Background: an optimization exercise with open tools, aiming at small area, a short achievable clock period and few clock cycles per item. Do not read the settings as production practice. Where RTL was checked, it was by simulation tests only, not by an equivalence proof against the original. Power and IR drop assume default switching activity.

== old ==
==> flow/design.v (excerpt) <==
module pfc_pixel_encoder (
    input  wire        clk,
    input  wire        rst,         
    input  wire        in_valid,
    output wire        in_ready,
    input  wire [23:0] in_color,    
    input  wire [7:0]  in_bright,
    output wire        out_valid,
    input  wire        out_ready,
    output wire [7:0]  out_data,
    output wire        out_last     
);
clock: 15.0 ns
lec_check: 0
cap_margin: 20
core_margin: 2
core_utilization: 40
slew_margin: 20
standard.sh (not shown) runs the stock make flow with config.mk's settings and CLKGATE_MAP_FILE= SYNTH_SCRIPT=/design/flow/synth_recipe.tcl, a recipe that flattens the netlist after the stock synthesis.
==> flow/flow/run.sh <==
#!/bin/bash
export BUFFER_PORTS_ARGS="-buffer_cell sky130_fd_sc_hd__buf_1"
export SETUP_SLACK_MARGIN=11.1
export CTS_ARGS="-repair_clock_nets -dont_use_dummy_load"
bash standard.sh > standard.log 2>&1
diff inputs: old => new
--- a/flow/flow/run.sh
+++ b/flow/flow/run.sh
@@ -3 +3 @@
-export SETUP_SLACK_MARGIN=11.1
+export SETUP_SLACK_MARGIN=10.9
Notes after the runs:
new vs. old: maximum frequency shrank by about 3%; sequential share of layout area grew by 0.49 points; signed area change from the synthesized netlist to the final layout shrank by 1.5 points; worst hold slack grew by 0.026 ns. Having completed the whole flow, new delivered a layout that passed the timing, DRC and antenna checks. Number of maximum-capacitance constraint violations delta (new -> old): insignificant. Diff old -> new: share of total power in the clock network has increased, setup slack has decreased, post-CTS setup-driven buffer insertion count has decreased.
No run of this note included a check of the RTL's function; only the layout flow was run.

========
== juniper ==
The RTL this note starts from:
==> flow/design.v <==
module pfc_pixel_encoder (
    input  wire        clk,
    input  wire        rst,         
    input  wire        in_valid,
    output wire        in_ready,
    input  wire [23:0] in_color,    
    input  wire [7:0]  in_bright,
    output wire        out_valid,
    input  wire        out_ready,
    output wire [7:0]  out_data,
    output wire        out_last     
);
    reg  [3:0]  fpos;       
    reg  [21:0] s_q;        
    reg  [1:0]  top_n;      
    reg  [7:0]  p_q;        
    reg  [7:0]  b_q;        
    reg  [1:0]  c_q;        
    reg  [1:0]  c11_q;      
    reg         cact;       
    reg         tk;         
    reg         ovalid;     
    reg         ovalid_o;   
    reg         last_q;     
    reg         irdy;       
    wire [1:0] lane = fpos[3:2];
    wire [1:0] step = fpos[1:0];
    wire f0  = (fpos == 4'd0);
    wire f10 = lane[1] & (step == 2'd2);
    wire f11 = lane[1] & (step == 2'd3);
    wire shift = ovalid ? out_ready : (~f0 | in_valid | tk);
    wire take  = irdy & in_valid;
    wire ld    = shift & in_valid & (f0 | (cact & ~f11));
    wire [7:0] c_lane = lane[1] ? in_color[7:0] : lane[0] ? in_color[15:8] : in_color[23:16];
    wire [1:0] c_sel  = c_lane[2 * step +: 2];
    wire       lane_start = (step == 2'd1);
    wire [1:0] cp   = f0 ? c11_q : c_q;
    wire [7:0] base = lane_start ? 8'd0 : p_q;
    wire [9:0] t    = {2'b00, base}
                    + (cp[0] ? {2'b00, b_q} : 10'd0)
                    + (cp[1] ? {1'b0, b_q, 1'b0} : 10'd0);
    wire [7:0] xl   = {s_q[1:0], s_q[3:2], s_q[5:4], s_q[7:6]};
    wire [8:0] cy;
    assign cy[0] = 1'b1;
    genvar i;
    generate
        for (i = 0; i < 8; i = i + 1) begin : g_conv
            assign cy[i+1] = (p_q[i] ^ xl[i]) ? cy[i] : p_q[i];
        end
    endgenerate
    wire [7:0] q = p_q + {7'd0, cy[8]};
    always @(posedge clk) begin
        if (rst) begin
            fpos   <= 4'd0;
            cact   <= 1'b0;
            tk     <= 1'b0;
            ovalid <= 1'b0;
            ovalid_o <= 1'b0;
            last_q <= 1'b1;
            irdy   <= 1'b0;
        end else begin
            if (shift) begin
                fpos   <= f11 ? 4'd0 : fpos + 4'd1;
                last_q <= f11;
                if (f0) begin
                    ovalid <= tk;
                    ovalid_o <= tk;
                    tk     <= 1'b0;
                end
            end
            if (ld & f0)
                cact <= 1'b1;
            if (ld & f10)
                irdy <= 1'b1;
            if (take) begin
                cact <= 1'b0;
                tk   <= 1'b1;
                irdy <= 1'b0;
            end
        end
    end
    always @(posedge clk) begin
        if (ld) begin
            c_q <= c_sel;
            b_q <= in_bright;
        end
        if (take)
            c11_q <= in_color[7:6];
        if (shift) begin
            p_q <= t[9:2];
            top_n <= ~s_q[21:20];
            if (lane_start)
                s_q <= {s_q[19:8], q, t[1:0]};
            else
                s_q <= {s_q[19:0], t[1:0]};
        end
    end
    assign in_ready  = irdy;
    assign out_valid = ovalid_o;
    assign out_last  = last_q;
    assign out_data  = {{3{top_n[0]}}, 2'b01, {3{top_n[1]}}};
endmodule
Settings: LEC_CHECK=0, CAP_MARGIN=20, CORE_MARGIN=2, CORE_UTILIZATION=40, SLEW_MARGIN=20; clock period 15.0 ns.
==> flow/flow/run.sh <==
#!/bin/bash
export BUFFER_PORTS_ARGS="-buffer_cell sky130_fd_sc_hd__buf_1"
export SETUP_SLACK_MARGIN=10.9
export CTS_ARGS="-repair_clock_nets -sink_clustering_enable -sink_clustering_size 60 -sink_clustering_max_diameter 500 -dont_use_dummy_load -root_buf sky130_fd_sc_hd__clkbuf_16 -buf_list sky130_fd_sc_hd__clkbuf_16"
bash standard.sh > standard.log 2>&1
juniper: done, clean on timing, DRC and antenna
Testbench counts of juniper, summed over its fixed seeds: cycles 24,688, items 2,048.
### juniper -> onyx
Settings: changing CORE_UTILIZATION from 40 to 60; setting PLACE_DENSITY to 0.75 for the first time.
==> flow/flow/run.sh <==
#!/bin/bash
export BUFFER_PORTS_ARGS="-buffer_cell sky130_fd_sc_hd__buf_1"
export SETUP_SLACK_MARGIN=10.9
export CTS_ARGS="-repair_clock_nets -dont_use_dummy_load"
bash standard.sh > standard.log 2>&1
==> comparison <==
- Per the comparison of onyx with juniper, biggest fanout along the worst timing path dropped 36; hold slack -0.023 ns; met1 layer wirelength in the final routing fell by 41 um.
- Relative to juniper, the placed standard-cell area measured on onyx has decreased slightly.
- Final wirelength in onyx is 74 um above juniper.
- ~same buffering overhead in onyx and juniper
- Uppermost metal layer occupied by signal nets: met4 -> onyx, met3 -> juniper
- juniper was larger in final cell area than onyx.
Modified inputs, zinc compared to onyx
Settings: PLACE_DENSITY: 0.75 -> unset; CORE_UTILIZATION: 60 -> 40.
diff --git a/flow/flow/run.sh b/flow/flow/run.sh
--- a/flow/flow/run.sh
+++ b/flow/flow/run.sh
@@ -3 +3 @@
-export SETUP_SLACK_MARGIN=10.9
+export SETUP_SLACK_MARGIN=10.7
Notes after the runs:
Total chip power: zinc vs onyx, no meaningful difference. Lower worst setup slack after placement among zinc and onyx: onyx. On total number of vias: between zinc and onyx, it ends up higher for onyx. Post-cts gate resize count: zinc and onyx compared, higher one is onyx. zinc finished every stage and its layout cleared the timing, DRC and antenna checks. Compared with onyx, zinc has less setup slack. Total die area: zinc vs onyx up about 47%. zinc vs. onyx: wire length after detailed routing went down by 5.5%. For onyx, the end of the critical path was out_valid, unlike zinc, where it was last_q. On routed metal-1 wirelength, zinc and onyx are basically level. As of zinc, post-route cell area had risen slightly compared to onyx.

separate check: timing with driven ports:
The flow's constraints put no driver on any port. The routed layouts listed below were extracted and timed again, unchanged, in two steps.
Step 1 (the two cells are an assumption about what drives the block):
set clk [get_ports {clk}]
set_driving_cell -lib_cell sky130_fd_sc_hd__clkbuf_16 $clk
set_driving_cell -lib_cell sky130_fd_sc_hd__buf_2 [delete_from_list [all_inputs] $clk]
Step 2 times the ports against the registers' clock, not the clock port: input delays grow and output delays shrink by t, the midpoint of the rising clock arrivals with the driver on.
Slacks: no drivers / after step 1 / after step 2; pairs: no drivers / after step 1.
run | t (ns) | setup slack, ns | worst hold slack (ns) | worst setup path at the end
old | 0.321 | 11.095 / 11.102 / 10.782 | 0.399 / 0.399 / 0.399 | input to register
new | 0.329 | 10.981 / 10.990 / 10.661 | 0.426 / 0.426 / 0.426 | input to register
juniper | 0.307 | 11.061 / 11.064 / 10.757 | 0.424 / 0.424 / 0.424 | input to register
onyx | 0.318 | 11.017 / 10.990 / 10.704 | 0.401 / 0.401 / 0.401 | input to register
zinc | 0.324 | 10.811 / 10.815 / 10.491 | 0.411 / 0.411 / 0.411 | input to register
After both steps every run listed still meets setup and hold.
